What follows belongs to an exercise in optimizing a design on an open flow for small area; a production flow would make more cautious choices.
Function was checked by simulation only, so behaviour that the tests miss may differ from the original.
Power figures rest on the tool's default switching activity, not on a simulated workload.

v6:
## sfte
module sfte (
    input  wire        clk,
    input  wire        rst,
    input  wire        reg_wr,
    input  wire [7:0]  reg_addr,
    input  wire [31:0] reg_wdata,
    output reg  [31:0] reg_rdata,
    output wire        host_irq,
    output reg         host_en,
    output reg         host_we,
    output reg  [31:0] host_addr,
    output reg  [7:0]  host_wdata,
    input  wire [7:0]  host_rdata,
    output reg         shm_en,
    output reg         shm_we,
    output reg         shm_wide,
    output reg  [14:0] shm_addr,
    output reg  [31:0] shm_wdata,
    input  wire [31:0] shm_rdata,
    input  wire        peer_notify,
    input  wire [15:0] peer_code,
    input  wire        peer_read_out,
    output wire [15:0] mbx_out,
    output wire        peer_irq
);
clock: 12.0 ns
lec_check: 0
cap_margin: 0
core_margin: 2
core_utilization: 30
place_density: 0.5
slew_margin: 0
standard.sh (not shown) runs the stock make flow with config.mk's settings and CLKGATE_MAP_FILE= SYNTH_SCRIPT=/design/flow/synth_recipe.tcl, a recipe that flattens the netlist after the stock synthesis.
==> flow/flow/run.sh <==
#!/bin/bash
# Standard layout, with the port buffers made from the smallest buffer cell
# and a clock tree of clkbuf_16 without dummy balancing loads.
export BUFFER_PORTS_ARGS="-buffer_cell sky130_fd_sc_hd__buf_1"
export CTS_ARGS="-sink_clustering_enable -repair_clock_nets -sink_clustering_size 30 -sink_clustering_max_diameter 80 -buf_list sky130_fd_sc_hd__clkbuf_16 -dont_use_dummy_load"
bash standard.sh > standard.log 2>&1
v6 finished every step from synthesis to the final layout, and the layout passed the timing, DRC and antenna checks.
diff inputs: v6 => v15
Settings: CTS_CLUSTER_SIZE: unset -> 24; CTS_CLUSTER_DIAMETER: unset -> 150; CTS_BUF_LIST: unset -> sky130_fd_sc_hd__clkbuf_16.
==> flow/flow/run.sh <==
#!/bin/bash
# Standard layout, with the port buffers made from the smallest buffer cell.
export BUFFER_PORTS_ARGS="-buffer_cell sky130_fd_sc_hd__buf_1"
bash standard.sh > standard.log 2>&1
Looking at v6 and v15, the total of fill cells in the finished design is a wash.
In terms of met3 wire length, v15 and v6 differ only marginally.
Compared with v6, in v15 upper clock frequency limit neither gained nor lost much, final critical-path share of the clock period neither gained nor lost much, TritonCTS buffer count lost 10, design area lost about 0.4%.
Per the comparison of v15 with v6, global-route wire length before repair neither gained nor lost much; total routed wirelength neither gained nor lost much.
--- input diff v15..v4 ---
Settings: CTS_BUF_LIST no longer set, was sky130_fd_sc_hd__clkbuf_16; CTS_CLUSTER_SIZE no longer set, was 24; CTS_CLUSTER_DIAMETER no longer set, was 150.
==> flow/flow/run.sh <==
#!/bin/bash
# Standard layout, with the port buffers made from the smallest buffer cell
# and a clock tree of clkbuf_16 without dummy balancing loads.
export BUFFER_PORTS_ARGS="-buffer_cell sky130_fd_sc_hd__buf_1"
export CTS_ARGS="-sink_clustering_enable -repair_clock_nets -sink_clustering_size 24 -sink_clustering_max_diameter 150 -buf_list sky130_fd_sc_hd__clkbuf_16 -dont_use_dummy_load"
export GPL_KEEP_OVERFLOW=0.3
bash standard.sh > standard.log 2>&1
## What came out
- Non-clock buffer contribution to total cell area delta (v4 -> v15): insignificant
- Of v4 and v15, v4 shows the lower via count, with v15 above it.
- [compare] base=v15 new=v4: relative contribution of the clock network to total power lower; sequential cell fraction of total power higher; actual slew at the worst max-slew pin lower; routed wire length roughly the same.
- Share of post-route cells with drive strength above 1 delta for v4 relative to v15: 0.32 points higher
- Status: final area parity (v4, v15)
- Global-route usage for v4 is higher than for v15.

Setup of before:
Another version of the RTL of sfte (not shown whole).
Size: ~4000 cells after synthesis, about 620 flip-flops.
export LEC_CHECK = 0
export CAP_MARGIN = 20
export CORE_MARGIN = 2
export CORE_UTILIZATION = 30
export PLACE_DENSITY = 0.5
export SLEW_MARGIN = 20
create_clock -name core_clock -period 12.0 [get_ports {clk}]
run.sh (not shown) runs the stock make flow with config.mk's settings and CLKGATE_MAP_FILE= SYNTH_SCRIPT=/design/flow/synth_recipe.tcl, a recipe that flattens the netlist after the stock synthesis.
Stock flow here: none of the scripts above is used.
--- input diff before..after ---
Settings: putting CTS_CLUSTER_SIZE at 20 where nothing was set; putting CTS_BUF_LIST at sky130_fd_sc_hd__clkbuf_4 where nothing was set.
Results
after against before: final cell count rose by 186; largest vdd supply drop went down by 23%; area of all placed cells without fillers down about 0.9%; data arrival time of the critical path higher.
Sort before and after by part of the power in combinational logic desc -> top: after
CTS buffer count (after over before): increase, 98
Against before, after reports a fraction of the cycle the final worst path needs that is higher.
[compare] base=before new=after: total power saw a decrease; area share of xor/xnor cells in the synthesized design saw little to no change.

## old
RTL: one of the versions met above, not the one the previous note started from.
For scale: roughly 3100 cells after synthesis, roughly 600 flip-flops, ~33000 µm² of cells after synthesis.
clock: 12.0 ns
lec_check: 0
cap_margin: 0
core_margin: 2
core_utilization: 30
place_density: 0.5
slew_margin: 0
standard.sh (not shown) runs the stock make flow with config.mk's settings and CLKGATE_MAP_FILE= SYNTH_SCRIPT=/design/flow/synth_recipe.tcl, a recipe that flattens the netlist after the stock synthesis.
==> flow/flow/run.sh <==
#!/bin/bash
# Standard layout, with the port buffers made from the smallest buffer cell
# and a clock tree of clkbuf_16 without dummy balancing loads.
export BUFFER_PORTS_ARGS="-buffer_cell sky130_fd_sc_hd__buf_1"
export CTS_ARGS="-sink_clustering_enable -repair_clock_nets -sink_clustering_size 24 -sink_clustering_max_diameter 150 -buf_list sky130_fd_sc_hd__clkbuf_16 -dont_use_dummy_load"
bash standard.sh > standard.log 2>&1
diff inputs: old => new
- a change of PLACE_DENSITY from 0.5 to 0.7
--- outcome ---
- Number of failing hold endpoints at the final stage: new vs old identical
- The summed area of non-filler cells in the final layout of new and that of old are within noise of each other.
- old and new ended up with roughly the same synthesis-to-layout area growth.
- Of new and old, new shows the higher via count, with old below it.
- Diff old -> new: switching power of the nets did not really move, multi-input logic portion of the cell area went down 0.15 points, fmax roughly the same, setup skew after layout now sits lower.

## re-timing with driven ports
How much do the figures lean on ideal ports? The routed layouts below were timed once more, with nothing changed but the port constraints. Step 1, drivers: a clkbuf_16 drives clk and a buf_2 each remaining input, both assumed. Step 2 moves the port delays by t, midway between the first and last clock arrival at a register: inputs arrive t later, outputs are due t later. That takes back most of the time a late clock gives input paths. Three values: no drivers, after step 1, after step 2; two values: the first two.
run	shift t [ns]	slack for setup (ns)	worst setup path at the end	clock arrival spread, ns	worst register clock-pin slew, ns
v6	0.679	0.261 / 0.186 / 0.865	register to output	0.103 / 0.104	0.12 / 0.12
v15	0.723	0.261 / 0.194 / 0.917	register to output	0.052 / 0.052	0.12 / 0.12
v4	0.703	0.282 / 0.214 / 0.917	register to output	0.075 / 0.075	0.12 / 0.12
before	0.736	2.844 / 2.732 / 2.732	input to output	0.051 / 0.051	0.07 / 0.07
after	1.173	2.795 / 2.689 / 2.689	input to output	0.081 / 0.081	0.08 / 0.08
old	0.703	0.196 / 0.128 / 0.830	register to output	0.078 / 0.077	0.12 / 0.12
new	0.714	0.202 / 0.133 / 0.847	register to output	0.051 / 0.050	0.12 / 0.12
After both steps setup and hold are still met in every run listed. For before, which loses most, drivers alone change the setup slack by -0.112 ns; drivers and shift together by -0.112 ns.
